This is an optimization exercise on Yosys and OpenROAD, whose aim is small area, not a production implementation.
RTL that was checked went through simulation tests only; none was proved equivalent to the original.
Only the layout flow was run in runs 3 and 4; the RTL was not checked for function there.
Power is estimated from default activity; no workload was simulated.

$ cat flow/config.mk
export PLATFORM = sky130hd
export DESIGN_NAME = b62_core
export DESIGN_NICKNAME = b62_core
export VERILOG_FILES = /design/flow/design.v
export SDC_FILE = /design/flow/constraint.sdc
export NUM_CORES = 4
export LEC_CHECK = 0
export CAP_MARGIN = 20
export CORE_MARGIN = 2
export CORE_UTILIZATION = 60
export SLEW_MARGIN = 20
$ cat flow/standard.sh
#!/bin/bash
# synth_recipe.tcl (not shown) runs the flow's synth.tcl, then flattens the netlist and writes it again
# the make line also repeats each setting of config.mk as NAME=value (left out here)
make -C /OpenROAD-flow-scripts/flow DESIGN_CONFIG=/design/flow/config.mk WORK_HOME=/design/flow/orfs CLKGATE_MAP_FILE= SYNTH_SCRIPT=/design/flow/synth_recipe.tcl "${@:-finish}"
$ cat flow/flow/run.sh
#!/bin/bash
# The standard layout (standard.sh), with two changes to how it is made:
# ports are buffered with the smallest buffer instead of a delay buffer, and
# clock tree synthesis uses small clock buffers and no dummy loads.
set -euo pipefail
export BUFFER_PORTS_ARGS="-buffer_cell sky130_fd_sc_hd__buf_1"
export CTS_ARGS="-sink_clustering_enable -repair_clock_nets -dont_use_dummy_load -buf_list {sky130_fd_sc_hd__clkbuf_4} -sink_clustering_size 24 -sink_clustering_max_diameter 80"
bash standard.sh finish > standard.log 2>&1
$ cat flow/constraint.sdc
create_clock -name core_clock -period 5.5 [get_ports {clk}]
set_input_delay 1.1000 -clock core_clock [delete_from_list [all_inputs] [get_ports {clk}]]
set_output_delay 1.1000 -clock core_clock [all_outputs]
set_load 0.01 [all_outputs]
$ cat flow/design.v
module b62_core (
    input  wire         clk,
    input  wire         rst,       
    input  wire         start,     
    input  wire         dec,       
    input  wire [1:0]   sel,       
    input  wire [5:0]   len,       
    input  wire [343:0] din,
    output wire         ready,
    output reg          done,
    output wire [1:0]   err,       
    output wire [5:0]   err_idx,   
    output wire [5:0]   out_len,
    output wire [343:0] dout
);
    localparam ERR_NONE  = 2'd0;
    localparam ERR_ALPHA = 2'd1;
    localparam ERR_FRAME = 2'd2;
    localparam ERR_OVF   = 2'd3;
    function [7:0] alpha;
        input [1:0] s;
        input [5:0] d;
        reg       s1, t1, t2;
        reg [6:0] k;
        begin
            s1 = (s == 2'd1);
            t1 = s1 ? (d < 6'd26) : (d < 6'd10);
            t2 = s1 ? (d < 6'd52) : (d < 6'd36);
            case (s)
                2'd1:    k = t1 ? 7'h41 : t2 ? 7'h47 : 7'h7C;    
                2'd2:    k = t1 ? 7'h30 : t2 ? 7'h57 : 7'h1D;    
                default: k = t1 ? 7'h30 : t2 ? 7'h37 : 7'h3D;    
            endcase
            alpha = {1'b0, {1'b0, d} + k};
        end
    endfunction
    function [6:0] sym;
        input [1:0] s;
        input [7:0] c;
        reg       isdig, inlet, ok;
        reg [5:0] k;
        begin
            isdig = (c[7:4] == 4'b0011) && !(c[3] && (c[2] || c[1]));
            inlet = (c[4:0] != 5'd0) && !(c[4] && c[3] && (c[2] || (c[1] && c[0])));
            ok    = isdig || (c[7:6] == 2'b01 && inlet);
            if (!c[6])      k = (s == 2'd1) ? 6'd36 : 6'd48;                         
            else if (!c[5]) k = (s == 2'd0) ? 6'd9 : (s == 2'd1) ? 6'd63 : 6'd35;    
            else            k = (s == 2'd0) ? 6'd35 : (s == 2'd1) ? 6'd25 : 6'd9;    
            sym = {ok, {1'b0, c[4:0]} + k};
        end
    endfunction
    reg  [343:0] ring;        
    reg  [7:0]   x;           
    reg  [7:0]   r;           
    reg          busy;
    reg          dec_r;
    reg  [1:0]   sel_r;
    reg  [5:0]   len_r;
    reg  [5:0]   c;           
    reg  [5:0]   j;           
    reg          pre;         
    reg          clr;         
    reg          after;       
    reg          was_dir;     
    reg          nz;          
    reg  [1:0]   err_r;
    assign ready   = !busy;
    assign dout    = ring;
    assign err     = err_r;
    assign err_idx = (err_r == ERR_ALPHA) ? j : 6'd0;
    assign out_len = (err_r == ERR_NONE) ? j : 6'd0;
    wire [7:0] top   = ring[343:336];
    wire       div   = !pre && !clr;
    wire       m_ins = div && !after && (c == j);    
    wire       m_dir = div && !after && (c != j);
    wire       inchk = (c < len_r);                  
    wire [6:0] cs    = sym(sel_r, top);
    wire       hit   = pre && dec_r && inchk && !cs[6];    
    wire       ovf   = nz || (was_dir && ring[7:0] != 8'd0);
    wire       frame = (len_r == 6'd1) || (len_r[1:0] == 2'd0);
    wire [5:0] jn    = j + 6'd1;
    wire [5:0] fa    = dec_r ? len_r : jn;
    wire [5:0] fb    = dec_r ? jn : len_r;
    wire       last  = (fa - {2'b00, fa[5:2]} == fb + 6'd1);
    wire [9:0]  u  = {r[5:0], 3'b000} + {2'b00, top};    
    wire [3:0]  q2 = u / 10'd62;
    wire [5:0]  re = u % 10'd62;
    wire [7:0]  qe = {r[5:0], 2'b00} + {4'd0, q2};
    wire [13:0] td = {r, 6'd0} - {r, 1'b0} + {8'd0, top[5:0]};
    wire [7:0]  qd = {2'b00, td[13:8]};
    wire [7:0]  rd = td[7:0];
    wire [7:0] q   = dec_r ? qd : qe;
    wire [7:0] ins = dec_r ? r : alpha(sel_r, r[5:0]);
    wire [7:0] pv  = !inchk ? 8'd0 : dec_r ? {2'b00, cs[5:0]} : top;
    wire [7:0] y = clr   ? 8'd0 :
                   pre   ? pv :
                   m_dir ? q :
                   m_ins ? ins : x;
    always @(posedge clk) begin
        if (!busy)
            ring <= din;
        else
            ring <= {ring[335:0], y};
        x <= top;
        if (rst) begin
            busy <= 1'b0;
            done <= 1'b0;
        end else begin
            done <= 1'b0;
            if (!busy) begin
                if (start) begin
                    busy    <= 1'b1;
                    dec_r   <= dec;
                    sel_r   <= sel;
                    len_r   <= len;
                    c       <= 6'd42;
                    j       <= 6'd0;
                    pre     <= 1'b1;
                    clr     <= 1'b0;
                    err_r   <= ERR_NONE;
                end
            end else begin
                c       <= c - 6'd1;
                was_dir <= m_dir;
                if (was_dir && ring[7:0] != 8'd0) nz <= 1'b1;
                if (m_dir) r <= dec_r ? rd : {2'b00, re};
                if (m_ins || pre) r <= 8'd0;
                if (m_ins) after <= 1'b1;
                if (hit && err_r == ERR_NONE) err_r <= ERR_ALPHA;
                if (pre && dec_r && inchk && cs[6] && err_r == ERR_NONE) j <= jn;
                if (c == 6'd0) begin
                    c     <= 6'd43;
                    nz    <= 1'b0;
                    after <= 1'b0;
                    pre   <= 1'b0;
                    if (div) j <= jn;
                    if (clr) begin
                        busy <= 1'b0;
                        done <= 1'b1;
                    end else if (pre) begin
                        if (err_r != ERR_NONE || hit) begin
                            clr <= 1'b1;
                            c   <= 6'd42;
                        end else if (dec_r && frame) begin
                            err_r <= ERR_FRAME;
                            clr   <= 1'b1;
                            c     <= 6'd42;
                        end else begin
                            j <= 6'd0;
                        end
                    end else if (last) begin
                        if (dec_r && ovf) begin
                            err_r <= ERR_OVF;
                            clr   <= 1'b1;
                            c     <= 6'd42;
                        end else begin
                            busy <= 1'b0;
                            done <= 1'b1;
                        end
                    end
                end
            end
        end
    end
endmodule
==> flow_metrics.env, run 1 <==
export IMPL_ys_seq_area_share_pct=49.96
export IMPL_synth_area_leader_cell="dfxtp_1"
export IMPL_synthDistinctLibCells=97
export IMPL_synth_main_ff_cell="dfxtp_1"
export IMPL_rows=60
export IMPL_yosys_top_cells_count="354 x dfxtp_1, 343 x mux2_2, 57 x nand2_1"
export IMPL_die_h_um=169.1
export IMPL_synth_warnings=1
export IMPL_syn_nets=1788
export IMPL_ys_ff_latch=390
export IMPL_failing_step="I/O pin placement"
export IMPL_synth_top_cell_area_share_pct=43.35
export IMPL_die_x_um=169.1
export IMPL_initial_utilization_pct=60.83
export IMPL_ys_async_sr_fraction_pct=0
export IMPL_syn_inst=1382
export IMPL_error_line="[ERROR PPL-0024] Number of IO pins (716) exceeds maximum number of available positions (604). Increase the die perimeter from 676.26um to 973.76um."
export IMPL_postSynthAreaPerCell_um2=11.83
export IMPL_ys_top_cells_by_area="dfxtp_1 43%, mux2_2 24%, edfxtp_1 6.6%, ha_1 3.4%, xnor2_1 1.5%"
export IMPL_run_status="aborted with a tool error"
export IMPL_syn_area_um2=16350
export IMPL_yosysMostFrequentCell="dfxtp_1"
export IMPL_synth_edf_count=36
[cell families after synthesis]
family,after synthesis,share of synthesized area (%)
AO/OA/AOI/OAI,202,8.886
XOR/XNOR,43,2.396
adder cells (fa/ha/maj),51,4.118
buffers and inverters,106,2.663
flip-flops,390,49.96
multiplexers,355,24.47
AND/OR/NAND/NOR,235,7.508
==> run 2: changes to the inputs <==
==> flow/flow/run.sh (replaced) <==
#!/bin/bash
# The standard layout (standard.sh), with two changes to how it is made:
# ports are buffered with the smallest buffer instead of a delay buffer, and
# clock tree synthesis uses small clock buffers and no dummy loads.
set -euo pipefail
export BUFFER_PORTS_ARGS="-buffer_cell sky130_fd_sc_hd__buf_1"
export CTS_ARGS="-sink_clustering_enable -repair_clock_nets -dont_use_dummy_load -buf_list {sky130_fd_sc_hd__clkbuf_4 sky130_fd_sc_hd__clkbuf_8}"
bash standard.sh finish > standard.log 2>&1
==> run 2 against run 1 <==
Effect of this change:
- the run again fails in I/O pin placement
- area after synthesis did not move
- synthesized cell count did not move
==> flow_metrics.env, run 2 <==
export IMPL_synth_warnings=1
export IMPL_initial_utilization_pct=60.83
export IMPL_ys_seq_area_share_pct=49.96
export IMPL_syn_inst=1382
export IMPL_synth_main_ff_cell="dfxtp_1"
export IMPL_postSynthAreaPerCell_um2=11.83
export IMPL_ys_async_sr_fraction_pct=0
export IMPL_syn_area_um2=16350
export IMPL_synthDistinctLibCells=97
export IMPL_rows=60
export IMPL_synth_top_cell_area_share_pct=43.35
export IMPL_yosys_top_cells_count="354 x dfxtp_1, 343 x mux2_2, 57 x nand2_1"
export IMPL_syn_nets=1788
export IMPL_ys_top_cells_by_area="dfxtp_1 43%, mux2_2 24%, edfxtp_1 6.6%, ha_1 3.4%, xnor2_1 1.5%"
export IMPL_run_status="aborted with a tool error"
export IMPL_ys_ff_latch=390
export IMPL_yosysMostFrequentCell="dfxtp_1"
export IMPL_error_line="[ERROR PPL-0024] Number of IO pins (716) exceeds maximum number of available positions (604). Increase the die perimeter from 676.26um to 973.76um."
export IMPL_synth_edf_count=36
export IMPL_failing_step="I/O pin placement"
export IMPL_die_x_um=169.1
export IMPL_die_h_um=169.1
export IMPL_synth_area_leader_cell="dfxtp_1"
## run 2: logic make-up after synthesis
family / share of synthesized area, %
flops: 49.96
mux: 24.47
simple gates: 7.508
compound gates: 8.886
buf+inv: 2.663
fa+ha+maj: 4.118
xor+xnor: 2.396
==> run 3: changes to the inputs <==
--- a/flow/design.v
+++ b/flow/design.v
@@ -79,9 +79,9 @@
     wire       ovf   = nz || (was_dir && ring[7:0] != 8'd0);
     wire       frame = (len_r == 6'd1) || (len_r[1:0] == 2'd0);
     wire [5:0] jn    = j + 6'd1;
-    wire [5:0] fa    = dec_r ? len_r : jn;
-    wire [5:0] fb    = dec_r ? jn : len_r;
-    wire       last  = (fa - {2'b00, fa[5:2]} == fb + 6'd1);
+    wire [5:0] lnx   = len_r - (dec_r ? ((len_r[1:0] == 2'd1) ? 6'd2 : 6'd1)
+                                      : {5'd0, j[1:0] != 2'd0});
+    wire       last  = dec_r ? (len_r == 6'd2) : (lnx == 6'd0 && jn[1:0] != 2'd0);
     wire [9:0]  u  = {r[5:0], 3'b000} + {2'b00, top};    
     wire [3:0]  q2 = u / 10'd62;
     wire [5:0]  re = u % 10'd62;
@@ -133,7 +133,10 @@
                     nz    <= 1'b0;
                     after <= 1'b0;
                     pre   <= 1'b0;
-                    if (div) j <= jn;
+                    if (div) begin
+                        j     <= jn;
+                        len_r <= lnx;
+                    end
                     if (clr) begin
                         busy <= 1'b0;
                         done <= 1'b1;
==> flow/flow/run.sh (replaced) <==
#!/bin/bash
# The standard layout (standard.sh), with two changes to how it is made:
# ports are buffered with the smallest buffer instead of a delay buffer, and
# clock tree synthesis uses small clock buffers and no dummy loads.
set -euo pipefail
export BUFFER_PORTS_ARGS="-buffer_cell sky130_fd_sc_hd__buf_1"
export CTS_ARGS="-sink_clustering_enable -repair_clock_nets -dont_use_dummy_load -buf_list {sky130_fd_sc_hd__clkbuf_4 sky130_fd_sc_hd__clkbuf_8} -sink_clustering_size 12 -sink_clustering_max_diameter 60"
bash standard.sh finish > standard.log 2>&1
--- a/flow/config.mk
+++ b/flow/config.mk
@@ -7,5 +7,5 @@
 export LEC_CHECK = 0
 export CAP_MARGIN = 20
 export CORE_MARGIN = 2
-export CORE_UTILIZATION = 60
+export CORE_UTILIZATION = 40
 export SLEW_MARGIN = 20
==> run 3 against run 2 <==
Effect of this change:
- now clean on timing, DRC and antenna
- area after synthesis down 2.6%
- synthesized cell count fell by 2.7%
==> flow_metrics.env, run 3 <==
export IMPL_run_status="no timing/DRC/antenna violations"
export IMPL_clock_skew_ns=0.05594
export IMPL_wl_met1_mm=30.72
export IMPL_yosys_top_cells_count="354 x dfxtp_1, 341 x mux2_2, 65 x nor2_1"
export IMPL_route_met3_wl_mm=8.656
export IMPL_mostFrequentLayoutCell="buf_1"
export IMPL_cts_inserted_buffers=42
export IMPL_rsz0062_at_grt="false"
export IMPL_cts_hold_buf=0
export IMPL_ant_nets=0
export IMPL_crit_buf_inv=0
export IMPL_yosysMostFrequentCell="dfxtp_1"
export IMPL_via_per_inst=5.303
export IMPL_cts_tree="done"
export IMPL_crit_family="compound AO/OA/AOI/OAI gates"
export IMPL_wire_per_inst_um=28.87
export IMPL_pwr_share_clk_pct=25.3
export IMPL_grt_antenna_before_repair=17
export IMPL_synth_main_ff_cell="dfxtp_1"
export IMPL_path_cells="ha_1, fa_1, o211ai_4, or4_1, a221o_2, a2111oi_4, o21bai_2, a211o_1, a211oi_2, a211oi_1, xnor2_1, o32ai_1"
export IMPL_syn_area_um2=15930
export IMPL_cts_root_buffer="clkbuf_8"
export IMPL_place_hpwl_mm=62.95
export IMPL_ys_async_sr_fraction_pct=0
export IMPL_highest_layer="met5"
export IMPL_grt_pass1_wl_mm=98.75
export IMPL_ys_ff_latch=390
export IMPL_largest_reg_flops=344
export IMPL_cpMaxStageDelayCell="fa_1"
export IMPL_routed_wl_mm=74.41
export IMPL_critical_path_required_ns=5.82
export IMPL_crit_path_end_kind="flop"
export IMPL_ir_drop_v=0.0002054
export IMPL_place_area_um2=19120
export IMPL_top_register="ring"
export IMPL_die_h_um=203.6
export IMPL_switching_share_pct=32.69
export IMPL_synthDistinctLibCells=76
export IMPL_clock_sinks=390
export IMPL_fmax_mhz=202.4
export IMPL_vias=13665
export IMPL_portBuffers=715
export IMPL_drv_slew=0
export IMPL_cts_resized=0
export IMPL_final_cell_area_um2=19710
export IMPL_pwr_share_seq_pct=51.7
export IMPL_grtUsageTotal_pct=34.41
export IMPL_worstPathArrival_ns=5.26
export IMPL_tightest_slew_ns=1.080
export IMPL_fin_crit_sh_pct=89.85
export IMPL_clk_latency_ns=0.62
export IMPL_leakagePower_uw=0.007447
export IMPL_synth_area_leader_cell="dfxtp_1"
export IMPL_coreArea_um2=39550
export IMPL_synth_warnings=1
export IMPL_cts_clk_slew_worst_paths_ns=0.08
export IMPL_pwr_share_comb_pct=23.0
export IMPL_ys_top_cells_by_area="dfxtp_1 44%, mux2_2 24%, edfxtp_1 6.8%, ha_1 3.4%, xnor2_1 1.9%"
export IMPL_tns_ns=0
export IMPL_final_cell_mix="715 x buf_1, 353 x dfxtp_1, 341 x mux2_2"
export IMPL_ys_seq_area_share_pct=51.28
export IMPL_maxCapViolations=0
export IMPL_grt_pass1_vias=12991
export IMPL_hp_class="reg2reg"
export IMPL_rows=73
export IMPL_fin_nets=2455
export IMPL_clockBufferDepth=3
export IMPL_dieArea_um2=41430
export IMPL_ios=716
export IMPL_setup_viol=0
export IMPL_hold_viol=0
export IMPL_drc_errors=0
export IMPL_crit_fanout=11
export IMPL_p_int_uw=4464
export IMPL_switching_power_uw=2168
export IMPL_wl_met2_mm=32.64
export IMPL_grt_max_degree=165
export IMPL_startpoint_type="flop"
export IMPL_gp_congestion=0.9876
export IMPL_syn_nets=1748
export IMPL_largestRegisters="ring x344, r x8, x x8"
export IMPL_p_per_area_nw_per_um2=336.5
export IMPL_overflow=0
export IMPL_power_uw=6632
export IMPL_initial_utilization_pct=40.28
export IMPL_dr_pass1_iters=6
export IMPL_syn_to_final_growth_pct=23.72
export IMPL_synth_top_cell_area_share_pct=44.49
export IMPL_period_needed_ns=4.942
export IMPL_final_core_util_pct=49.83
export IMPL_postCtsSetupBuffers=0
export IMPL_max_slew_margin_pct=27.48
export IMPL_cpPeakStageDelay_ns=0.84
export IMPL_die_x_um=203.6
export IMPL_postSynthAreaPerCell_um2=11.85
export IMPL_synth_edf_count=36
export IMPL_criticalPathCategory="reg2reg"
export IMPL_drt_iter0_markers=1018
export IMPL_syn_inst=1344
export IMPL_htreeDepth=2
export IMPL_drive_gt1_share_pct=20.20
export IMPL_fill_cells=3866
[run 3: worst register-to-register path: stages, from the launching register on]
cell and delay [ns]:
edfxtp_1 0.51, ha_1 0.29, fa_1 0.84, o211ai_4 0.18
or4_1 0.61, a221o_2 0.51, a2111oi_4 0.36, o21bai_2 0.15
a211o_1 0.34, a211oi_2 0.45, a211oi_1 0.11, xnor2_1 0.21
o32ai_1 0.11
[run 3: through the flow]
step / hold WS [ns] / cells / setup WS, ns
final: 0.4384 / 2577 / 0.5581
after floorplan: 0.3953 / 1344 / 1.162
after detailed placement: 0.4653 / 2532 / 0.6410
after global routing: 0.4746 / 2576 / 0.3303
after global placement: 0.4587 / 2532 / 0.5623
after CTS: 0.4507 / 2574 / 0.5995
[run 3: area by class of cell]
class / instances / area, µm² / area share, %
Tap cell: 525 / 656.9 / 3.333
Timing Repair Buffer: 725 / 2771 / 14.06
Antenna cell: 3 / 7.507 / 0.03809
Inverter: 55 / 206.4 / 1.048
Clock buffer: 42 / 578.1 / 2.933
Sequential cell: 390 / 8172 / 41.46
Multi-Input combinational cell: 837 / 7316 / 37.12
[run 3: final timing paths]
path                      start            endpoint  slack, ns  cells after the start
min reg2reg   ring[166]$_DFF_P_   ring[174]$_DFF_P_       0.44                      1
max          r[0]$_SDFFCE_PP0P_  r[5]$_SDFFCE_PP0P_       0.56                     12
min           ring[166]$_DFF_P_   ring[174]$_DFF_P_       0.44                      1
max reg2reg  r[0]$_SDFFCE_PP0P_  r[5]$_SDFFCE_PP0P_       0.56                     12
[run 3: kinds of logic (layout without fill, tap and decap cells)]
kind of cell,after synthesis,in the layout,synth area share (%)
adders and majority gates,49,49,4.069
buffers and inverters,117,822,2.796
other,0,3,0
and+or+nand+nor,205,205,6.315
DFF,390,390,51.28
xor gates and xnor gates,43,43,2.412
muxes,348,348,24.55
AOI/OAI and AO/OA,192,192,8.586
[run 3: per-layer routing]
layer	global-route usage, %	up-vias
li1	-	6218
met2	51.86	668
met3	13.93	108
met5	0	-
met4	10.32	16
met1	45.15	6655
[run 3: power by group through the flow]
stage          logic [µW]  clock network, µW  registers, µW
2_1_floorplan         764                  0           3480
3_3_place_gp         1500                  0           3480
3_5_place_dp         1500                  0           3480
4_1_cts              1510               1710           3420
5_1_grt              1620               1800           3450
6_report             1520               1680           3430
==> run 4: changes to the inputs <==
==> flow/flow/run.sh (replaced) <==
#!/bin/bash
# The standard layout (standard.sh), with two changes to how it is made:
# ports are buffered with the smallest buffer instead of a delay buffer, and
# clock tree synthesis uses small clock buffers and no dummy loads.
set -euo pipefail
export BUFFER_PORTS_ARGS="-buffer_cell sky130_fd_sc_hd__buf_1"
export CTS_ARGS="-sink_clustering_enable -repair_clock_nets -dont_use_dummy_load -buf_list {sky130_fd_sc_hd__clkbuf_8} -sink_clustering_size 16 -sink_clustering_max_diameter 80"
bash standard.sh finish > standard.log 2>&1
==> run 4 against run 3 <==
Effect of this change:
- still clean
- count of clock-buffer cells in the layout is 13 lower
- cell count down 0.50%
- flip-flop and latch count unchanged
- synthesized cell count did not move
- power fell by 4.1%
- sequential power hardly changed
- design area fell by 0.91%
- sequential share of layout area grew 0.38 points
- global-route usage decreased by 0.31 points
- area after synthesis is the same
- worst setup slack better by 0.059 ns
- combinational power about the same
==> flow_metrics.env, run 4 <==
export IMPL_run_status="no timing/DRC/antenna violations"
export IMPL_whs_path_depth=1
export IMPL_holdPathEnd="ring[186]$_DFF_P_"
export IMPL_portBuffers=715
export IMPL_syn_to_final_growth_pct=22.60
export IMPL_r2r_end="r[5]$_SDFFCE_PP0P_"
export IMPL_ys_top_cells_by_area="dfxtp_1 44%, mux2_2 24%, edfxtp_1 6.8%, ha_1 3.4%, xnor2_1 1.9%"
export IMPL_synth_area_leader_cell="dfxtp_1"
export IMPL_drive_gt1_share_pct=19.70
export IMPL_gp_congestion=0.9876
export IMPL_fill_cells=3907
export IMPL_ys_async_sr_fraction_pct=0
export IMPL_die_h_um=203.6
export IMPL_clock_skew_ns=0.04444
export IMPL_fin_crit_sh_pct=88.77
export IMPL_tns_ns=0
export IMPL_clockBufferDepth=3
export IMPL_cts_root_buffer="clkbuf_8"
export IMPL_fin_nets=2442
export IMPL_cts_inserted_buffers=29
export IMPL_ios=716
export IMPL_ant_nets=0
export IMPL_grt_antenna_before_repair=17
export IMPL_htreeDepth=1
export IMPL_clock_sinks=390
export IMPL_cts_hold_buf=0
export IMPL_synth_top_cell_area_share_pct=44.49
export IMPL_startpoint_type="flop"
export IMPL_yosysMostFrequentCell="dfxtp_1"
export IMPL_crit_path_end_kind="flop"
export IMPL_setup_viol=0
export IMPL_rr_worst_depth=12
export IMPL_power_uw=6362
export IMPL_drv_slew=0
export IMPL_rrSetupSlack_ns=0.62
export IMPL_criticalPathCategory="reg2reg"
export IMPL_overflow=0
export IMPL_min_from="ring[178]$_DFF_P_"
export IMPL_grt_pass1_vias=12885
export IMPL_drt_iter0_markers=1165
export IMPL_dr_pass1_iters=5
export IMPL_coreArea_um2=39550
export IMPL_cts_tree="done"
export IMPL_r2r_start="r[0]$_SDFFCE_PP0P_"
export IMPL_synthDistinctLibCells=76
export IMPL_dieArea_um2=41430
export IMPL_rsz0062_at_grt="false"
export IMPL_hold_viol=0
export IMPL_hp_class="reg2reg"
export IMPL_syn_area_um2=15930
export IMPL_ir_drop_v=0.0002237
export IMPL_synth_edf_count=36
export IMPL_worstPathArrival_ns=5.25
export IMPL_via_per_inst=5.348
export IMPL_synth_warnings=1
export IMPL_mostFrequentLayoutCell="buf_1"
export IMPL_vias=13713
export IMPL_die_x_um=203.6
export IMPL_drc_errors=0
export IMPL_routed_wl_mm=74.18
export IMPL_syn_nets=1748
export IMPL_tightest_slew_ns=1.119
export IMPL_initial_utilization_pct=40.28
export IMPL_maxCapViolations=0
export IMPL_wire_per_inst_um=28.93
export IMPL_postCtsSetupBuffers=0
export IMPL_syn_inst=1344
export IMPL_final_cell_mix="715 x buf_1, 353 x dfxtp_1, 341 x mux2_2"
export IMPL_place_hpwl_mm=62.95
export IMPL_top_register="ring"
export IMPL_postSynthAreaPerCell_um2=11.85
export IMPL_ys_ff_latch=390
export IMPL_fmax_mhz=204.8
export IMPL_grtUsageTotal_pct=34.11
export IMPL_leakagePower_uw=0.007354
export IMPL_grt_max_degree=165
export IMPL_p_per_area_nw_per_um2=325.8
export IMPL_period_needed_ns=4.883
export IMPL_ys_seq_area_share_pct=51.28
export IMPL_cts_resized=0
export IMPL_largestRegisters="ring x344, r x8, x x8"
export IMPL_max_slew_margin_pct=24.86
export IMPL_yosys_top_cells_count="354 x dfxtp_1, 341 x mux2_2, 65 x nor2_1"
export IMPL_crit_fanout=11
export IMPL_cts_clk_slew_worst_paths_ns=0.10
export IMPL_critical_path_required_ns=5.87
export IMPL_largest_reg_flops=344
export IMPL_rows=73
export IMPL_clk_latency_ns=0.65
export IMPL_grt_pass1_wl_mm=98.45
export IMPL_synth_main_ff_cell="dfxtp_1"
==> run 4: cell counts after synthesis <==
Identical to the previous run, type by type.
==> run 4: logic make-up (layout without fill, tap and decap cells) <==
kind of cell | after synthesis | in the layout | synth area share [%]
AOI/OAI and AO/OA | 192 | 192 | 8.586
DFF | 390 | 390 | 51.28
adders and majority gates | 49 | 49 | 4.069
xor gates and xnor gates | 43 | 43 | 2.412
buffers and inverters | 117 | 809 | 2.796
muxes | 348 | 348 | 24.55
other | 0 | 3 | 0
and+or+nand+nor | 205 | 205 | 6.315
==> run 4: final cells by class <==
| type | instances | area [µm²] | area share, % |
|---|---|---|---|
| antenna | 3 | 7.507 | 0.03844 |
| multi-input combinational | 837 | 7316 | 37.46 |
| sequential | 390 | 8172 | 41.84 |
| clock buffer | 29 | 399.1 | 2.044 |
| inverter | 55 | 206.4 | 1.057 |
| tap | 525 | 656.9 | 3.364 |
| timing repair buffer | 725 | 2771 | 14.19 |
==> run 4: worst max-delay path, stage by stage, from the launching register on <==
cell and delay, ns:
edfxtp_1 0.52, ha_1 0.29, fa_1 0.83, o211ai_4 0.17, or4_1 0.60, a221o_2 0.51, a2111oi_4 0.36, o21bai_2 0.15
a211o_1 0.34, a211oi_2 0.44, a211oi_1 0.11, xnor2_1 0.21, o32ai_1 0.11
==> run 4: how the worst max path moves through the flow <==
| stage | from | end | slack [ns] |
|---|---|---|---|
| global placement | r[0]$_SDFFCE_PP0P_ | r[5]$_SDFFCE_PP0P_ | 0.56 |
| CTS | r[0]$_SDFFCE_PP0P_ | r[5]$_SDFFCE_PP0P_ | 0.64 |
| detailed placement | r[0]$_SDFFCE_PP0P_ | r[5]$_SDFFCE_PP0P_ | 0.64 |
| finish | r[0]$_SDFFCE_PP0P_ | r[5]$_SDFFCE_PP0P_ | 0.62 |
| floorplan | r[0]$_SDFFCE_PP0P_ | r[5]$_SDFFCE_PP0P_ | 1.16 |
| global route | r[0]$_SDFFCE_PP0P_ | r[5]$_SDFFCE_PP0P_ | 0.38 |
==> run 4: power breakdown <==
group | total [µW] | internal [µW] | switching (µW) | leakage (µW)
Combinational | 1520 | 626 | 898 | 0.00383
Clock | 1410 | 470 | 938 | 0.000209
Sequential | 3430 | 3160 | 272 | 0.00332
Total | 6360 | 4250 | 2110 | 0.00735
==> run 4: metrics by stage <==
| step | instance area [µm²] | hold WS [ns] | instances | util [%] | setup slack, ns |
|---|---|---|---|---|---|
| after floorplan | 15930 | 0.3953 | 1344 | - | 1.162 |
| after global placement | 19120 | 0.4587 | 2532 | 48.35 | 0.5623 |
| after CTS | 19520 | 0.4779 | 2561 | 49.36 | 0.6404 |
| after global routing | 19530 | 0.4924 | 2564 | 49.38 | 0.3810 |
| after detailed placement | 19120 | 0.4653 | 2532 | 48.35 | 0.6410 |
| final | 19530 | 0.4675 | 2564 | 49.38 | 0.6175 |
==> run 4: per-layer routing <==
metal  global-route usage, %  routed length [µm]  part of all wire (%)  vias up
li1                        -                   -                     -     6188
met1                   45.79               31240                    42     6706
met2                   51.65               32560                    44      690
met3                   11.95                7888                    11      109
met4                   10.04                2357                   3.2       20
met5                       0                 128                  0.17        -
==> run 5: changes to the inputs <==
--- a/flow/design.v
+++ b/flow/design.v
@@ -74,7 +74,26 @@
     wire       m_ins = div && !after && (c == j);    
     wire       m_dir = div && !after && (c != j);
     wire       inchk = (c < len_r);                  
-    wire [6:0] cs    = sym(sel_r, top);
+    reg        s_ok;
+    reg  [6:0] s_k;
+    always @* begin
+        s_ok = ((top[7:4] == 4'b0011) && !(top[3] && (top[2] || top[1]))) ||
+               (top[7:6] == 2'b01 && (top[4:0] != 5'd0) &&
+                !(top[4] && top[3] && (top[2] || (top[1] && top[0]))));
+        if (dec_r) begin
+            if (!top[6])      s_k = (sel_r == 2'd1) ? 7'd36 : 7'd48;
+            else if (!top[5]) s_k = (sel_r == 2'd0) ? 7'd9 : (sel_r == 2'd1) ? 7'd63 : 7'd35;
+            else              s_k = (sel_r == 2'd0) ? 7'd35 : (sel_r == 2'd1) ? 7'd25 : 7'd9;
+        end else begin
+            case (sel_r)
+                2'd1:    s_k = (r[5:0] < 6'd26) ? 7'h41 : (r[5:0] < 6'd52) ? 7'h47 : 7'h7C;
+                2'd2:    s_k = (r[5:0] < 6'd10) ? 7'h30 : (r[5:0] < 6'd36) ? 7'h57 : 7'h1D;
+                default: s_k = (r[5:0] < 6'd10) ? 7'h30 : (r[5:0] < 6'd36) ? 7'h37 : 7'h3D;
+            endcase
+        end
+    end
+    wire [6:0] s_sum = (dec_r ? {2'b00, top[4:0]} : {1'b0, r[5:0]}) + s_k;
+    wire [6:0] cs    = {s_ok, s_sum[5:0]};
     wire       hit   = pre && dec_r && inchk && !cs[6];    
     wire       ovf   = nz || (was_dir && ring[7:0] != 8'd0);
     wire       frame = (len_r == 6'd1) || (len_r[1:0] == 2'd0);
@@ -90,7 +109,7 @@
     wire [7:0]  qd = {2'b00, td[13:8]};
     wire [7:0]  rd = td[7:0];
     wire [7:0] q   = dec_r ? qd : qe;
-    wire [7:0] ins = dec_r ? r : alpha(sel_r, r[5:0]);
+    wire [7:0] ins = dec_r ? r : {1'b0, s_sum};
     wire [7:0] pv  = !inchk ? 8'd0 : dec_r ? {2'b00, cs[5:0]} : top;
     wire [7:0] y = clr   ? 8'd0 :
                    pre   ? pv :
==> flow/flow/run.sh (replaced) <==
#!/bin/bash
# The standard layout (standard.sh), with two changes to how it is made:
# ports are buffered with the smallest buffer instead of a delay buffer, and
# clock tree synthesis uses small clock buffers and no dummy loads.
set -euo pipefail
export BUFFER_PORTS_ARGS="-buffer_cell sky130_fd_sc_hd__buf_1"
export CTS_ARGS="-sink_clustering_enable -repair_clock_nets -dont_use_dummy_load -buf_list {sky130_fd_sc_hd__clkbuf_8} -sink_clustering_size 14 -sink_clustering_max_diameter 70"
bash standard.sh finish > standard.log 2>&1
==> run 5 against run 4 <==
Effect of this change:
- still clean
- clock skew increased by 0.037 ns
- non-clock buffer count increased by 2
- synthesized cell count increased by 0.60%
- flip-flop and latch count unchanged
- die area decreased by 0.48%
- cell count increased by 0.31%
- power increased by 9.9%
- critical endpoint is now ring[6]$_DFF_P_
- sequential share of layout area decreased by 0.11 points
==> flow_metrics.env, run 5 <==
export IMPL_overflow=0
export IMPL_synth_simple_gate_area_share_pct=7.530
export IMPL_clk_latency_ns=0.62
export IMPL_coreArea_um2=38920
export IMPL_syn_inst=1352
export IMPL_leakagePower_uw=0.007362
export IMPL_synth_warnings=1
export IMPL_postSynthAreaPerCell_um2=11.72
export IMPL_syn_area_um2=15850
export IMPL_grt_pass1_vias=13438
export IMPL_worstPathArrival_ns=5.31
export IMPL_place_hpwl_mm=54.53
export IMPL_synth_compound_area_share_pct=7.522
export IMPL_htreeDepth=2
export IMPL_portBuffers=715
export IMPL_hold_viol=0
export IMPL_synth_top_family_by_area="multiplexers"
export IMPL_wire_per_inst_um=25.88
export IMPL_cts_root_buffer="clkbuf_8"
export IMPL_syn_to_final_growth_pct=23.52
export IMPL_syn_nets=1750
export IMPL_cpPeakStageDelay_ns=0.50
export IMPL_fmax_mhz=206.1
export IMPL_synthDistinctLibCells=82
export IMPL_routed_wl_mm=66.57
export IMPL_synth_main_ff_cell="dfxtp_1"
export IMPL_crit_buf_inv=1
export IMPL_ant_nets=0
export IMPL_yosys_top_cells_count="354 x dfxtp_1, 339 x mux2_2, 67 x nand2_1"
export IMPL_drt_iter0_markers=946
export IMPL_tightest_slew_ns=1.012
export IMPL_yosysMostFrequentCell="dfxtp_1"
export IMPL_max_slew_margin_pct=32.52
export IMPL_hp_class="reg2reg"
export IMPL_synth_area_leader_cell="dfxtp_1"
export IMPL_grt_pass1_wl_mm=92.34
export IMPL_fill_cells=3816
export IMPL_n_antenna_cell=0
export IMPL_maxCapViolations=0
export IMPL_largest_reg_flops=344
export IMPL_ys_ff_latch=390
export IMPL_whs_ns=0.4582
export IMPL_drive_gt1_share_pct=20.06
export IMPL_synth_edf_count=36
export IMPL_ios=716
export IMPL_largestRegisters="ring x344, r x8, x x8"
export IMPL_grtUsageTotal_pct=31.07
export IMPL_clock_skew_ns=0.08177
export IMPL_cts_tree="done"
export IMPL_ys_seq_area_share_pct=51.53
export IMPL_final_core_util_pct=50.31
export IMPL_tns_ns=0
export IMPL_grt_antenna_before_repair=4
export IMPL_crit_path_end_kind="flop"
export IMPL_gp_congestion=0.9837
export IMPL_crit_family="compound AO/OA/AOI/OAI gates"
export IMPL_path_cells="ha_1, fa_1, a211oi_2, o21bai_1, a21boi_1, a31o_2, or3_1, nand2b_1, ha_1, inv_1, fa_1, or3_1, xnor2_1, nor2_1, a211oi_1, a311o_1, o21ai_0, o32a_1, o2bb2ai_1"
export IMPL_muxShareOfSynthArea_pct=24.71
export IMPL_cts_clk_slew_worst_paths_ns=0.08
export IMPL_initial_utilization_pct=40.73
export IMPL_die_x_um=203.1
export IMPL_drv_slew=0
export IMPL_fin_crit_sh_pct=88.23
export IMPL_cts_resized=0
export IMPL_via_per_inst=5.184
export IMPL_run_status="no timing/DRC/antenna violations"
export IMPL_synthAdderAreaFrac_pct=3.639
export IMPL_final_cell_mix="715 x buf_1, 353 x dfxtp_1, 339 x mux2_2"
export IMPL_ir_drop_v=0.0002385
export IMPL_grt_max_degree=204
export IMPL_dr_pass1_iters=7
export IMPL_period_needed_ns=4.853
export IMPL_top_register="ring"
export IMPL_rows=72
export IMPL_dieArea_um2=41240
export IMPL_ys_top_cells_by_area="dfxtp_1 45%, mux2_2 24%, edfxtp_1 6.8%, ha_1 3.0%, nand2_1 1.6%"
export IMPL_drc_errors=0
export IMPL_mostFrequentLayoutCell="buf_1"
export IMPL_die_h_um=203.1
export IMPL_setup_viol=0
export IMPL_crit_fanout=8
export IMPL_synth_top_cell_area_share_pct=44.71
export IMPL_startpoint_type="flop"
export IMPL_ys_async_sr_fraction_pct=0
export IMPL_vias=13333
export IMPL_clockBufferDepth=3
export IMPL_clock_sinks=390
export IMPL_fin_nets=2454
export IMPL_cts_inserted_buffers=37
export IMPL_cts_hold_buf=0
export IMPL_p_per_area_nw_per_um2=357.2
export IMPL_cpMaxStageDelayCell="edfxtp_1"
export IMPL_rsz0062_at_grt="false"
export IMPL_critical_path_required_ns=5.96
export IMPL_criticalPathCategory="reg2reg"
export IMPL_synthXorXnorAreaFrac_pct=2.305
export IMPL_postCtsSetupBuffers=0
==> run 5: cell count changes after synthesis, moves of 5 or more <==
cell      delta
nand2_1     +27
ha_1         -5
a211oi_1     -7
o21ai_0      +9
and3_1       -5
nor2_1       -5
xnor2_1      -6
nor3_1       +8
o22ai_1      -9
==> run 5: path summary, 6_finish.rpt <==
| path | startpoint | to | slack (ns) | cells past startpoint |
|---|---|---|---|---|
| max reg2reg | r[0]$_SDFFCE_PP0P_ | ring[6]$_DFF_P_ | 0.65 | 19 |
| min | ring[339]$_DFF_P_ | x[3]$_DFF_P_ | 0.46 | 0 |
| min reg2reg | ring[339]$_DFF_P_ | x[3]$_DFF_P_ | 0.46 | 0 |
| max | r[0]$_SDFFCE_PP0P_ | ring[6]$_DFF_P_ | 0.65 | 19 |
==> run 5: routing by layer <==
layer / global-route usage (%) / part of all wire, % / vias up / wire, µm
met5: 0 / 0.084 / - / 56
met4: 10.97 / 3.3 / 8 / 2229
met3: 6.982 / 7.6 / 107 / 5052
met2: 50.28 / 46 / 604 / 30870
met1: 40.79 / 43 / 6425 / 28360
li1: - / - / 6189 / -
==> run 5: cells by family after synthesis <==
group / Yosys count
AO/OA/AOI/OAI: 174
flip-flops: 390
buffers and inverters: 114
multiplexers: 349
adder cells (fa/ha/maj): 44
XOR/XNOR: 40
AND/OR/NAND/NOR: 241
==> run 5: final cells by class <==
type                            count  area [µm²]  area share [%]
Multi-Input combinational cell    848        7246           37.01
Clock buffer                       37       509.2           2.601
Inverter                           52       195.2          0.9969
Timing Repair Buffer              727        2810           14.35
Tap cell                          518       648.1           3.310
Sequential cell                   390        8172           41.73
==> run 5: where the power goes <==
group,switching (µW),total (µW),internal [µW]
Clock,961,1560,603
Combinational,1090,1870,779
Sequential,316,3560,3240
==> run 5: stage by stage <==
stage	total power [µW]	cells	instance area (µm²)	setup WS, ns
4_1_cts	7005	2571	19550	0.6405
3_5_place_dp	5455	2534	19040	0.7325
6_report	6994	2572	19580	0.6472
2_1_floorplan	4610	1352	15850	1.145
5_1_grt	7279	2572	19580	0.3596
3_3_place_gp	5434	2534	19040	0.7796
==> run 6: changes to the inputs <==
==> flow/flow/run.sh (replaced) <==
#!/bin/bash
# The standard layout (standard.sh), with two changes to how it is made:
# ports are buffered with the smallest buffer instead of a delay buffer, and
# clock tree synthesis uses small clock buffers and no dummy loads.
set -euo pipefail
export BUFFER_PORTS_ARGS="-buffer_cell sky130_fd_sc_hd__buf_1"
export CTS_ARGS="-sink_clustering_enable -repair_clock_nets -dont_use_dummy_load -buf_list {sky130_fd_sc_hd__clkbuf_4 sky130_fd_sc_hd__clkbuf_8} -sink_clustering_size 12 -sink_clustering_max_diameter 60"
bash standard.sh finish > standard.log 2>&1
==> run 6 against run 5 <==
Effect of this change:
- worst setup slack worse by 0.0055 ns
- via count grew 0.48%
- register-to-register slack about the same
- die area stayed put
- cell count up 0.23%
- critical path depth unchanged
- utilization is 0.18 points higher
- hold slack lost 0.016 ns
- highest routed layer unchanged
- first-iteration DRC count rose by 3.2%
- largest cell class unchanged
==> flow_metrics.env, run 6 <==
export IMPL_grt_antenna_before_repair=6
export IMPL_fin_crit_sh_pct=88.33
export IMPL_wire_per_inst_um=25.84
export IMPL_cts_root_buffer="clkbuf_8"
export IMPL_tns_ns=0
export IMPL_power_uw=7091
export IMPL_leakagePower_uw=0.007398
export IMPL_ir_drop_v=0.0002423
export IMPL_ant_nets=0
export IMPL_p_per_area_nw_per_um2=360.8
export IMPL_grt_max_degree=204
export IMPL_route_met3_wl_mm=5.536
export IMPL_max_slew_margin_pct=34.56
export IMPL_hp_class="reg2reg"
export IMPL_grtUsageTotal_pct=31.02
export IMPL_ys_ff_latch=390
export IMPL_worstPathArrival_ns=5.33
export IMPL_drv_slew=0
export IMPL_drive_gt1_share_pct=20.25
export IMPL_rrSetupSlack_ns=0.64
export IMPL_synth_warnings=1
export IMPL_dieArea_um2=41240
export IMPL_clockBufferDepth=3
export IMPL_clock_skew_ns=0.05089
export IMPL_path_cells="ha_1, fa_1, a211oi_2, o21bai_1, a21boi_1, a31o_2, or3_1, nand2b_1, ha_1, inv_1, fa_1, or3_1, xnor2_1, nor2_1, a211oi_1, a311o_1, o21ai_0, o32a_1, o2bb2ai_1"
export IMPL_period_needed_ns=4.858
export IMPL_multi_input_area_um2=7246
export IMPL_die_x_um=203.1
export IMPL_dp_slack_ns=0.7325
export IMPL_rsz0062_at_grt="false"
export IMPL_ys_top_cells_by_area="dfxtp_1 45%, mux2_2 24%, edfxtp_1 6.8%, ha_1 3.0%, nand2_1 1.6%"
export IMPL_syn_inst=1352
export IMPL_synth_area_leader_cell="dfxtp_1"
export IMPL_wl_met2_mm=31.02
export IMPL_syn_area_um2=15850
export IMPL_ios=716
export IMPL_dr_pass1_iters=6
export IMPL_portBuffers=715
export IMPL_yosysMostFrequentCell="dfxtp_1"
export IMPL_overflow=0
export IMPL_run_status="no timing/DRC/antenna violations"
export IMPL_grt_pass1_wl_mm=92.20
export IMPL_maxCapViolations=0
export IMPL_synth_main_ff_cell="dfxtp_1"
export IMPL_synthDistinctLibCells=82
export IMPL_vias=13397
export IMPL_whs_ns=0.4418
export IMPL_coreArea_um2=38920
export IMPL_criticalPathCategory="reg2reg"
export IMPL_startpoint_type="flop"
export IMPL_grt_pass1_vias=13468
export IMPL_routed_wl_mm=66.61
export IMPL_largest_reg_flops=344
export IMPL_tightest_slew_ns=0.9817
export IMPL_cts_resized=0
export IMPL_seq_area_um2=8172
export IMPL_hold_viol=0
export IMPL_drt_iter0_markers=976
export IMPL_syn_to_final_growth_pct=23.97
export IMPL_crit_family="compound AO/OA/AOI/OAI gates"
export IMPL_clock_sinks=390
export IMPL_htreeDepth=2
export IMPL_fmax_mhz=205.8
export IMPL_setup_slack_ns=0.6417
export IMPL_fill_cells=3810
export IMPL_cts_tree="done"
export IMPL_highest_layer="met5"
export IMPL_crit_buf_inv=1
export IMPL_postSynthAreaPerCell_um2=11.72
export IMPL_setup_viol=0
export IMPL_cts_hold_buf=0
export IMPL_gp_congestion=0.9837
export IMPL_die_h_um=203.1
export IMPL_synth_top_cell_area_share_pct=44.71
export IMPL_yosys_top_cells_count="354 x dfxtp_1, 339 x mux2_2, 67 x nand2_1"
export IMPL_crit_path_end_kind="flop"
export IMPL_wl_met1_mm=27.92
export IMPL_initial_utilization_pct=40.73
export IMPL_cpMaxStageDelayCell="edfxtp_1"
export IMPL_syn_nets=1750
export IMPL_mostFrequentLayoutCell="buf_1"
export IMPL_drc_errors=0
export IMPL_synth_edf_count=36
export IMPL_largestRegisters="ring x344, r x8, x x8"
export IMPL_ys_seq_area_share_pct=51.53
export IMPL_place_hpwl_mm=54.53
export IMPL_final_cell_mix="715 x buf_1, 353 x dfxtp_1, 339 x mux2_2"
export IMPL_postCtsSetupBuffers=0
export IMPL_crit_fanout=8
export IMPL_top_register="ring"
export IMPL_rows=72
export IMPL_fin_nets=2459
export IMPL_clk_latency_ns=0.61
export IMPL_cts_inserted_buffers=42
export IMPL_ys_async_sr_fraction_pct=0
export IMPL_via_per_inst=5.197
export IMPL_critical_path_required_ns=5.97
export IMPL_cts_clk_slew_worst_paths_ns=0.08
export IMPL_cpPeakStageDelay_ns=0.49
[run 6: cell counts after synthesis]
Identical to the previous run, type by type.
[run 6: layout make-up]
cell class                      count  area share (%)
Sequential cell                   390           41.58
Timing Repair Buffer              727           14.30
Clock buffer                       42           2.942
Tap cell                          518           3.298
Antenna cell                        1         0.01273
Multi-Input combinational cell    848           36.87
Inverter                           52          0.9933
[run 6: where the power goes]
group | leakage, µW | internal (µW) | switching [µW]
clock | 0.000302 | 680 | 980
sequential | 0.00332 | 3240 | 316
combinational | 0.00378 | 780 | 1090
[run 6: worst reg2reg max path: cells and delay by family (launching register included)]
family                   cells  cell delay (ns)
AO/OA/AOI/OAI                9             1.71
adder cells (fa/ha/maj)      4             1.33
AND/OR/NAND/NOR              4             0.98
flip-flops                   1             0.49
XOR/XNOR                     1             0.13
buffers and inverters        1             0.06
[run 6: path summary, 6_finish.rpt]
check,from,end,depth (start not counted)
max,r[0]$_SDFFCE_PP0P_,ring[6]$_DFF_P_,19
min reg2reg,ring[339]$_DFF_P_,x[3]$_DFF_P_,0
max reg2reg,r[0]$_SDFFCE_PP0P_,ring[6]$_DFF_P_,19
min,ring[339]$_DFF_P_,x[3]$_DFF_P_,0
[run 6: cell families (layout without fill, tap and decap cells)]
family | after synthesis | count (layout) | synth area share (%)
flip-flops | 390 | 390 | 51.53
XOR/XNOR | 40 | 40 | 2.305
adder cells (fa/ha/maj) | 44 | 44 | 3.639
multiplexers | 349 | 349 | 24.71
AO/OA/AOI/OAI | 174 | 174 | 7.522
other | 0 | 1 | 0
AND/OR/NAND/NOR | 241 | 241 | 7.530
buffers and inverters | 114 | 821 | 2.763
[run 6: through the flow]
step                area, µm²  std cells  utilization, %
detailed placement      19040       2534           48.92
global placement        19040       2534           48.92
CTS                     19620       2576           50.41
global route            19650       2577           50.49
floorplan               15850       1352               -
finish                  19650       2578           50.50
[run 6: per-layer routing]
| metal | track usage [%] | up-vias |
|---|---|---|
| li1 | - | 6196 |
| met3 | 7.159 | 92 |
| met1 | 40.57 | 6450 |
| met5 | 0 | - |
| met4 | 10.61 | 8 |
| met2 | 50.43 | 651 |
==> run 7: changes to the inputs <==
--- a/flow/design.v
+++ b/flow/design.v
@@ -60,8 +60,8 @@
     reg  [5:0]   j;           
     reg          pre;         
     reg          clr;         
+    reg          fin;         
     reg          after;       
-    reg          was_dir;     
     reg          nz;          
     reg  [1:0]   err_r;
     assign ready   = !busy;
@@ -95,7 +95,6 @@
     wire [6:0] s_sum = (dec_r ? {2'b00, top[4:0]} : {1'b0, r[5:0]}) + s_k;
     wire [6:0] cs    = {s_ok, s_sum[5:0]};
     wire       hit   = pre && dec_r && inchk && !cs[6];    
-    wire       ovf   = nz || (was_dir && ring[7:0] != 8'd0);
     wire       frame = (len_r == 6'd1) || (len_r[1:0] == 2'd0);
     wire [5:0] jn    = j + 6'd1;
     wire [5:0] lnx   = len_r - (dec_r ? ((len_r[1:0] == 2'd1) ? 6'd2 : 6'd1)
@@ -115,14 +114,16 @@
                    pre   ? pv :
                    m_dir ? q :
                    m_ins ? ins : x;
+    wire load = start && !busy;
     always @(posedge clk) begin
-        if (!busy)
-            ring <= din;
-        else
-            ring <= {ring[335:0], y};
-        x <= top;
+        ring <= {ring[335:0], y} | (din & {344{load}});
+        x    <= top;
         if (rst) begin
-            busy <= 1'b0;
+            busy <= 1'b1;
+            clr  <= 1'b1;
+            pre  <= 1'b0;
+            fin  <= 1'b0;
+            c    <= 6'd42;
             done <= 1'b0;
         end else begin
             done <= 1'b0;
@@ -140,8 +141,7 @@
                 end
             end else begin
                 c       <= c - 6'd1;
-                was_dir <= m_dir;
-                if (was_dir && ring[7:0] != 8'd0) nz <= 1'b1;
+                if (m_dir && qd != 8'd0) nz <= 1'b1;
                 if (m_dir) r <= dec_r ? rd : {2'b00, re};
                 if (m_ins || pre) r <= 8'd0;
                 if (m_ins) after <= 1'b1;
@@ -158,25 +158,28 @@
                     end
                     if (clr) begin
                         busy <= 1'b0;
-                        done <= 1'b1;
+                        done <= fin;
                     end else if (pre) begin
                         if (err_r != ERR_NONE || hit) begin
                             clr <= 1'b1;
+                            fin <= 1'b1;
                             c   <= 6'd42;
                         end else if (dec_r && frame) begin
                             err_r <= ERR_FRAME;
                             clr   <= 1'b1;
+                            fin   <= 1'b1;
                             c     <= 6'd42;
                         end else begin
                             j <= 6'd0;
                         end
                     end else if (last) begin
-                        if (dec_r && ovf) begin
+                        clr <= 1'b1;
+                        c   <= 6'd42;
+                        if (dec_r && nz) begin
                             err_r <= ERR_OVF;
-                            clr   <= 1'b1;
-                            c     <= 6'd42;
+                            fin   <= 1'b1;
                         end else begin
-                            busy <= 1'b0;
+                            fin  <= 1'b0;
                             done <= 1'b1;
                         end
                     end
==> flow/flow/run.sh (replaced) <==
#!/bin/bash
# The standard layout (standard.sh), with two changes to how it is made:
# ports are buffered with the smallest buffer instead of a delay buffer, and
# clock tree synthesis uses small clock buffers and no dummy loads.
set -euo pipefail
export BUFFER_PORTS_ARGS="-buffer_cell sky130_fd_sc_hd__buf_1"
export CTS_ARGS="-sink_clustering_enable -repair_clock_nets -dont_use_dummy_load -buf_list {sky130_fd_sc_hd__clkbuf_16} -sink_clustering_size 28 -sink_clustering_max_diameter 100"
bash standard.sh finish > standard.log 2>&1
==> run 7 against run 6 <==
Effect of this change:
- the flow now stops in I/O pin placement
- area after synthesis is 8.0% lower
- synthesized cell count is 0.81% higher
==> flow_metrics.env, run 7 <==
export IMPL_run_status="aborted with a tool error"
export IMPL_failing_step="I/O pin placement"
export IMPL_error_line="[ERROR PPL-0024] Number of IO pins (716) exceeds maximum number of available positions (700). Increase the die perimeter from 779.88um to 973.76um."
export IMPL_syn_inst=1363
export IMPL_yosysMostFrequentCell="dfxtp_1"
export IMPL_ys_top_cells_by_area="dfxtp_1 50%, a21o_1 18%, edfxtp_1 5.6%, ha_1 3.3%, a21oi_1 1.9%"
export IMPL_ys_ff_latch=390
export IMPL_syn_area_um2=14590
export IMPL_die_x_um=195.0
export IMPL_yosys_top_cells_count="363 x dfxtp_1, 350 x a21o_1, 61 x nor2_1"
export IMPL_ys_seq_area_share_pct=55.37
export IMPL_initial_utilization_pct=40.81
export IMPL_synth_area_leader_cell="dfxtp_1"
export IMPL_synth_warnings=1
export IMPL_rows=69
export IMPL_synth_edf_count=27
export IMPL_synth_top_cell_area_share_pct=49.82
export IMPL_syn_nets=1761
export IMPL_synth_main_ff_cell="dfxtp_1"
export IMPL_postSynthAreaPerCell_um2=10.70
export IMPL_ys_async_sr_fraction_pct=0
export IMPL_synthDistinctLibCells=81
export IMPL_die_h_um=195.0
run 7: cell count changes after synthesis, sizes merged, moves of 6 or more:
cell / before / now
a21oi: 40 / 56
o31ai: 2 / 8
nand2: 67 / 55
xnor2: 30 / 23
a21o: 14 / 350
o21ai: 41 / 49
edfxtp: 36 / 27
dfxtp: 354 / 363
mux2: 339 / 1
run 7: cell families after synthesis:
group	count (synthesis)	share of synthesized area (%)
AOI/OAI and AO/OA	550	27.49
xor gates and xnor gates	34	2.144
adders and majority gates	43	3.885
buffers and inverters	113	2.993
DFF	390	55.37
muxes	8	0.6433
and+or+nand+nor	225	7.471
==> run 8: changes to the inputs <==
==> flow/flow/run.sh (replaced) <==
#!/bin/bash
# The standard layout (standard.sh), with two changes to how it is made:
# ports are buffered with the smallest buffer instead of a delay buffer, and
# clock tree synthesis uses small clock buffers and no dummy loads.
set -euo pipefail
export BUFFER_PORTS_ARGS="-buffer_cell sky130_fd_sc_hd__buf_1"
export CTS_ARGS="-sink_clustering_enable -repair_clock_nets -dont_use_dummy_load -buf_list {sky130_fd_sc_hd__clkbuf_8} -sink_clustering_size 14 -sink_clustering_max_diameter 70"
bash standard.sh finish > standard.log 2>&1
--- a/flow/config.mk
+++ b/flow/config.mk
@@ -6,6 +6,6 @@
 export NUM_CORES = 4
 export LEC_CHECK = 0
 export CAP_MARGIN = 20
-export CORE_MARGIN = 2
-export CORE_UTILIZATION = 40
+export CORE_AREA = 4 4 211 211
+export DIE_AREA = 0 0 215 215
 export SLEW_MARGIN = 20
==> run 8 against run 7 <==
Effect of this change:
- now clean on timing, DRC and antenna
- synthesized cell count stayed put
- area after synthesis is the same
==> flow_metrics.env, run 8 <==
export IMPL_hold_viol=0
export IMPL_cts_hold_buf=0
export IMPL_rr_worst_depth=20
export IMPL_maxCapViolations=0
export IMPL_grt_antenna_before_repair=15
export IMPL_grt_pass1_vias=13345
export IMPL_synth_main_ff_cell="dfxtp_1"
export IMPL_yosysMostFrequentCell="dfxtp_1"
export IMPL_clock_skew_ns=0.08270
export IMPL_routed_wl_mm=74.99
export IMPL_syn_to_final_growth_pct=25.55
export IMPL_vias=14070
export IMPL_crit_fanout=8
export IMPL_gp_congestion=1.085
export IMPL_drv_slew=0
export IMPL_top_register="ring"
export IMPL_min_from="ring[249]$_DFF_P_"
export IMPL_synth_warnings=1
export IMPL_ant_nets=0
export IMPL_dieArea_um2=46230
export IMPL_syn_nets=1761
export IMPL_largest_reg_flops=344
export IMPL_ios=716
export IMPL_ir_drop_v=0.0001696
export IMPL_holdPathEnd="ring[257]$_DFF_P_"
export IMPL_wire_per_inst_um=28.81
export IMPL_fmax_mhz=209.2
export IMPL_die_h_um=215
export IMPL_clock_sinks=390
export IMPL_clk_latency_ns=0.60
export IMPL_drive_gt1_share_pct=3.304
export IMPL_ys_seq_area_share_pct=55.37
export IMPL_criticalPathCategory="reg2reg"
export IMPL_mostFrequentLayoutCell="buf_1"
export IMPL_htreeDepth=2
export IMPL_place_hpwl_mm=63.41
export IMPL_fin_crit_sh_pct=86.89
export IMPL_critical_path_required_ns=6.01
export IMPL_synthDistinctLibCells=81
export IMPL_synth_edf_count=27
export IMPL_fin_nets=2458
export IMPL_period_needed_ns=4.779
export IMPL_cts_root_buffer="clkbuf_8"
export IMPL_portBuffers=715
export IMPL_die_x_um=215
export IMPL_max_slew_margin_pct=33.29
export IMPL_grt_max_degree=117
export IMPL_largestRegisters="ring x344, r x8, x x8"
export IMPL_setup_viol=0
export IMPL_cts_clk_slew_worst_paths_ns=0.09
export IMPL_synth_top_cell_area_share_pct=49.82
export IMPL_coreArea_um2=42130
export IMPL_postSynthAreaPerCell_um2=10.70
export IMPL_initial_utilization_pct=34.62
export IMPL_startpoint_type="flop"
export IMPL_ys_async_sr_fraction_pct=0
export IMPL_p_per_area_nw_per_um2=258.0
export IMPL_rrSetupSlack_ns=0.72
export IMPL_dr_pass1_iters=5
export IMPL_leakagePower_uw=0.009615
export IMPL_worstPathArrival_ns=5.29
export IMPL_overflow=0
export IMPL_tns_ns=0
export IMPL_syn_area_um2=14590
export IMPL_grt_pass1_wl_mm=101.7
export IMPL_hp_class="reg2reg"
export IMPL_yosys_top_cells_count="363 x dfxtp_1, 350 x a21o_1, 61 x nor2_1"
export IMPL_rsz0062_at_grt="false"
export IMPL_tightest_slew_ns=0.9918
export IMPL_via_per_inst=5.405
export IMPL_whs_path_depth=1
export IMPL_grtUsageTotal_pct=30.53
export IMPL_syn_inst=1363
export IMPL_final_core_util_pct=43.47
export IMPL_crit_path_end_kind="flop"
export IMPL_clockBufferDepth=3
export IMPL_r2r_start="ring[339]$_DFF_P_"
export IMPL_drc_errors=0
export IMPL_cts_tree="done"
export IMPL_ys_ff_latch=390
export IMPL_r2r_end="ring[6]$_DFF_P_"
export IMPL_ys_top_cells_by_area="dfxtp_1 50%, a21o_1 18%, edfxtp_1 5.6%, ha_1 3.3%, a21oi_1 1.9%"
export IMPL_rows=75
export IMPL_run_status="no timing/DRC/antenna violations"
export IMPL_cts_resized=0
export IMPL_synth_area_leader_cell="dfxtp_1"
export IMPL_drt_iter0_markers=1541
export IMPL_final_cell_mix="715 x buf_1, 363 x dfxtp_1, 350 x a21o_1"
export IMPL_cts_inserted_buffers=37
export IMPL_postCtsSetupBuffers=0
-- run 8: cell counts after synthesis --
Identical to the previous run, type by type.
-- run 8: layout make-up --
cell class,instances,area [µm²]
fillers,4323,23820
flip-flops and latches,390,8078
multi-input cells,860,6081
repair buffers,722,2774
well taps,539,674.4
clock buffers,37,509.2
inverters,49,183.9
diodes,6,15.01
-- run 8: worst max-delay path, cell delays in order (launching register included) --
cell and delay [ns]:
dfxtp_1 0.42, ha_1 0.30, fa_1 0.47, xnor2_1 0.61, a211oi_2 0.07, nand2_1 0.25
a31oi_1 0.16, nor2_1 0.25, a211oi_1 0.11, o21ai_0 0.23, ha_1 0.22, inv_1 0.06
fa_1 0.40, nor3_1 0.20, xnor2_1 0.09, nand2_1 0.08, o21ai_0 0.10, o221ai_1 0.20
o21ai_0 0.12, o22a_1 0.22, o21ai_0 0.13
-- run 8: report_power, final --
part	total, µW	internal, µW	switching, µW
Clock	1570	604	963
Sequential	2910	2880	31.4
Combinational	250	111	138
Total	4720	3590	1130
-- run 8: worst max-delay path by stage --
stage                            start                 end  slack (ns)  depth (start not counted)
floorplan           r[0]$_SDFFCE_PP0P_  r[5]$_SDFFCE_PP0P_        1.56                         13
global placement    r[0]$_SDFFCE_PP0P_     ring[6]$_DFF_P_        0.91                         20
detailed placement  r[0]$_SDFFCE_PP0P_     ring[6]$_DFF_P_        0.80                         20
CTS                 r[0]$_SDFFCE_PP0P_     ring[6]$_DFF_P_        0.81                         20
global route        r[0]$_SDFFCE_PP0P_     ring[6]$_DFF_P_        0.38                         20
finish               ring[339]$_DFF_P_     ring[6]$_DFF_P_        0.72                         20
-- run 8: cells by family after synthesis --
group | synth area share [%]
xor+xnor | 2.144
buf+inv | 2.993
flops | 55.37
fa+ha+maj | 3.885
simple gates | 7.471
compound gates | 27.49
mux | 0.6433
-- run 8: layer usage --
metal / track usage [%] / vias up / part of all wire, %
li1: - / 6235 / -
met1: 40.66 / 6991 / 42
met2: 48.24 / 743 / 45
met3: 9.972 / 85 / 9.8
met4: 7.730 / 16 / 2.5
met5: 0 / - / 0.16
-- run 8: through the flow --
stage	hold slack, ns	cells	total power, µW	cell area [µm²]	setup slack [ns]
floorplan	0.3918	1363	3053	14590	1.556
global placement	0.4087	2560	3215	17790	0.9081
detailed placement	0.4098	2560	3220	17790	0.7982
CTS	0.3717	2597	4765	18300	0.8053
global route	0.3844	2599	4891	18310	0.3776
finish	0.3688	2603	4725	18320	0.7209
==> run 9: changes to the inputs <==
--- a/flow/config.mk
+++ b/flow/config.mk
@@ -6,6 +6,6 @@
 export NUM_CORES = 4
 export LEC_CHECK = 0
 export CAP_MARGIN = 20
-export CORE_AREA = 4 4 211 211
-export DIE_AREA = 0 0 215 215
+export CORE_MARGIN = 2
+export CORE_UTILIZATION = 33
 export SLEW_MARGIN = 20
==> run 9 against run 8 <==
Effect of this change:
- still clean
- worst setup slack got worse by 0.18 ns
- power rose by 1.4%
- clock power rose by 4%
- first-iteration DRC count fell by 16%
- flip-flop and latch count did not move
- synthesized cell count did not move
- combinational power barely moved
- global-route usage rose by 1.9 points
- hold slack improved by 0.011 ns
==> flow_metrics.env, run 9 <==
export IMPL_crit_path_end_kind="flop"
export IMPL_top_register="ring"
export IMPL_largest_reg_flops=344
export IMPL_cts_hold_buf=0
export IMPL_worstPathArrival_ns=5.45
export IMPL_synth_edf_count=27
export IMPL_tns_ns=0
export IMPL_dr_pass1_iters=5
export IMPL_pwr_share_comb_pct=5.3
export IMPL_ys_seq_area_share_pct=55.37
export IMPL_max_slew_margin_pct=29.24
export IMPL_overflow=0
export IMPL_largestRegisters="ring x344, r x8, x x8"
export IMPL_cts_inserted_buffers=39
export IMPL_dieArea_um2=45900
export IMPL_use_met1_pct=43.33
export IMPL_final_core_util_pct=41.93
export IMPL_grt_pass1_wl_mm=104.7
export IMPL_fill_cells=4601
export IMPL_syn_to_final_growth_pct=26.26
export IMPL_pwr_share_seq_pct=60.7
export IMPL_ant_nets=0
export IMPL_ys_top_cells_by_area="dfxtp_1 50%, a21o_1 18%, edfxtp_1 5.6%, ha_1 3.3%, a21oi_1 1.9%"
export IMPL_clk_latency_ns=0.62
export IMPL_yosysMostFrequentCell="dfxtp_1"
export IMPL_synth_area_leader_cell="dfxtp_1"
export IMPL_yosys_top_cells_count="363 x dfxtp_1, 350 x a21o_1, 61 x nor2_1"
export IMPL_multi_input_area_um2=6081
export IMPL_switching_power_uw=1166
export IMPL_cts_tree="done"
export IMPL_ys_ff_latch=390
export IMPL_syn_area_um2=14590
export IMPL_routed_wl_mm=77.43
export IMPL_grt_use_met3_pct=9.277
export IMPL_postSynthAreaPerCell_um2=10.70
export IMPL_synth_warnings=1
export IMPL_drt_iter0_markers=1301
export IMPL_run_status="no timing/DRC/antenna violations"
export IMPL_grt_max_degree=124
export IMPL_grt_antenna_before_repair=13
export IMPL_initial_utilization_pct=33.21
export IMPL_fin_crit_sh_pct=90.13
export IMPL_drive_gt1_share_pct=3.492
export IMPL_vias=13910
export IMPL_period_needed_ns=4.957
export IMPL_maxCapViolations=0
export IMPL_postCtsSetupBuffers=0
export IMPL_synth_main_ff_cell="dfxtp_1"
export IMPL_pwr_share_clk_pct=34.0
export IMPL_grt_pass1_vias=13299
export IMPL_hold_viol=0
export IMPL_top_usage_layer="met2"
export IMPL_portBuffers=715
export IMPL_p_per_area_nw_per_um2=260.1
export IMPL_die_x_um=214.3
export IMPL_fmax_mhz=201.7
export IMPL_grtUsageTotal_pct=32.41
export IMPL_wire_per_inst_um=29.13
export IMPL_syn_nets=1761
export IMPL_htreeDepth=2
export IMPL_fin_nets=2462
export IMPL_rsz0062_at_grt="false"
export IMPL_clockBufferDepth=3
export IMPL_final_cell_mix="715 x buf_1, 363 x dfxtp_1, 350 x a21o_1"
export IMPL_critical_path_required_ns=5.99
export IMPL_mostFrequentLayoutCell="buf_1"
export IMPL_startpoint_type="flop"
export IMPL_p_int_uw=3624
export IMPL_cts_clk_slew_worst_paths_ns=0.09
export IMPL_setup_viol=0
export IMPL_leakagePower_uw=0.009639
export IMPL_tightest_slew_ns=1.059
export IMPL_synthDistinctLibCells=81
export IMPL_criticalPathCategory="reg2reg"
export IMPL_switching_share_pct=24.34
export IMPL_hp_class="reg2reg"
export IMPL_syn_inst=1363
export IMPL_drc_errors=0
export IMPL_crit_fanout=6
export IMPL_grt_util_met2_pct=51.59
export IMPL_clock_skew_ns=0.05622
export IMPL_cts_resized=0
export IMPL_die_h_um=214.3
export IMPL_place_hpwl_mm=65.64
export IMPL_cts_root_buffer="clkbuf_8"
export IMPL_ir_drop_v=0.0002153
export IMPL_coreArea_um2=43930
export IMPL_clock_sinks=390
export IMPL_drv_slew=0
export IMPL_ys_async_sr_fraction_pct=0
export IMPL_via_per_inst=5.233
export IMPL_rows=77
export IMPL_seq_area_um2=8078
export IMPL_synth_top_cell_area_share_pct=49.82
export IMPL_ios=716
export IMPL_gp_congestion=1.027
run 9: cell counts after synthesis:
Identical to the previous run, type by type.
run 9: cell type report:
| cell class | instances | share of cell area (%) |
|---|---|---|
| well taps | 592 | 4.021 |
| inverters | 49 | 0.9986 |
| diodes | 4 | 0.05434 |
| repair buffers | 724 | 15.14 |
| clock buffers | 39 | 2.914 |
| flip-flops and latches | 390 | 43.86 |
| multi-input cells | 860 | 33.01 |
run 9: critical path: stages (launching register included):
cell and delay, ns:
edfxtp_1 0.47, ha_1 0.28, fa_1 0.47, xnor2_1 0.60
a211oi_2 0.08, nand2_1 0.24, a31oi_1 0.14, nor2_1 0.33
a211oi_1 0.12, o21ai_0 0.26, ha_1 0.23, inv_1 0.06
fa_1 0.40, nor3_1 0.20, xnor2_1 0.10, nand2_1 0.08
o21ai_0 0.11, o221ai_1 0.19, o21ai_0 0.12, o22a_1 0.21
o21ai_0 0.17
run 9: power groups by stage:
stage / clock network [µW] / logic, µW / registers (µW)
floorplan: 0 / 83.3 / 2970
global placement: 0 / 245 / 2970
detailed placement: 0 / 247 / 2970
CTS: 1670 / 249 / 2910
global route: 1770 / 273 / 2910
finish: 1630 / 252 / 2910
run 9: layer usage:
metal  vias up  wire, µm
met5         -       113
met4        18      1849
met3        95      6747
met2       710     35510
met1      6855     33210
li1       6232         -
run 9: worst paths after layout:
| check | startpoint | endpoint | slack, ns | cells past startpoint |
|---|---|---|---|---|
| min reg2reg | ring[223]$_DFF_P_ | ring[231]$_DFF_P_ | 0.38 | 1 |
| max | r[0]$_SDFFCE_PP0P_ | ring[6]$_DFF_P_ | 0.54 | 20 |
| max reg2reg | r[0]$_SDFFCE_PP0P_ | ring[6]$_DFF_P_ | 0.54 | 20 |
| min | ring[223]$_DFF_P_ | ring[231]$_DFF_P_ | 0.38 | 1 |
run 9: through the flow:
| step | cells | power [µW] | worst slack (ns) | area (µm²) | hold WS (ns) |
|---|---|---|---|---|---|
| after floorplan | 1363 | 3053 | 1.556 | 14590 | 0.3918 |
| after global placement | 2615 | 3218 | 0.6762 | 17870 | 0.4116 |
| after detailed placement | 2615 | 3221 | 0.7034 | 17870 | 0.4116 |
| after CTS | 2654 | 4825 | 0.6730 | 18410 | 0.3875 |
| after global routing | 2655 | 4952 | 0.2785 | 18410 | 0.4013 |
| final | 2658 | 4790 | 0.5426 | 18420 | 0.3794 |
run 9: kinds of logic after synthesis:
logic type / after synthesis / synth area share, %
muxes: 8 / 0.6433
AOI/OAI and AO/OA: 550 / 27.49
adders and majority gates: 43 / 3.885
and+or+nand+nor: 225 / 7.471
DFF: 390 / 55.37
xor gates and xnor gates: 34 / 2.144
buffers and inverters: 113 / 2.993

Re-timed with assumed drivers on the ports (clkbuf_16 on the clock, buf_2 on other inputs), run 9 has 0.543 ns of setup slack against 0.543 ns with ideal ports, and 0.543 ns once port delays also move by the mid clock arrival of 0.644 ns.
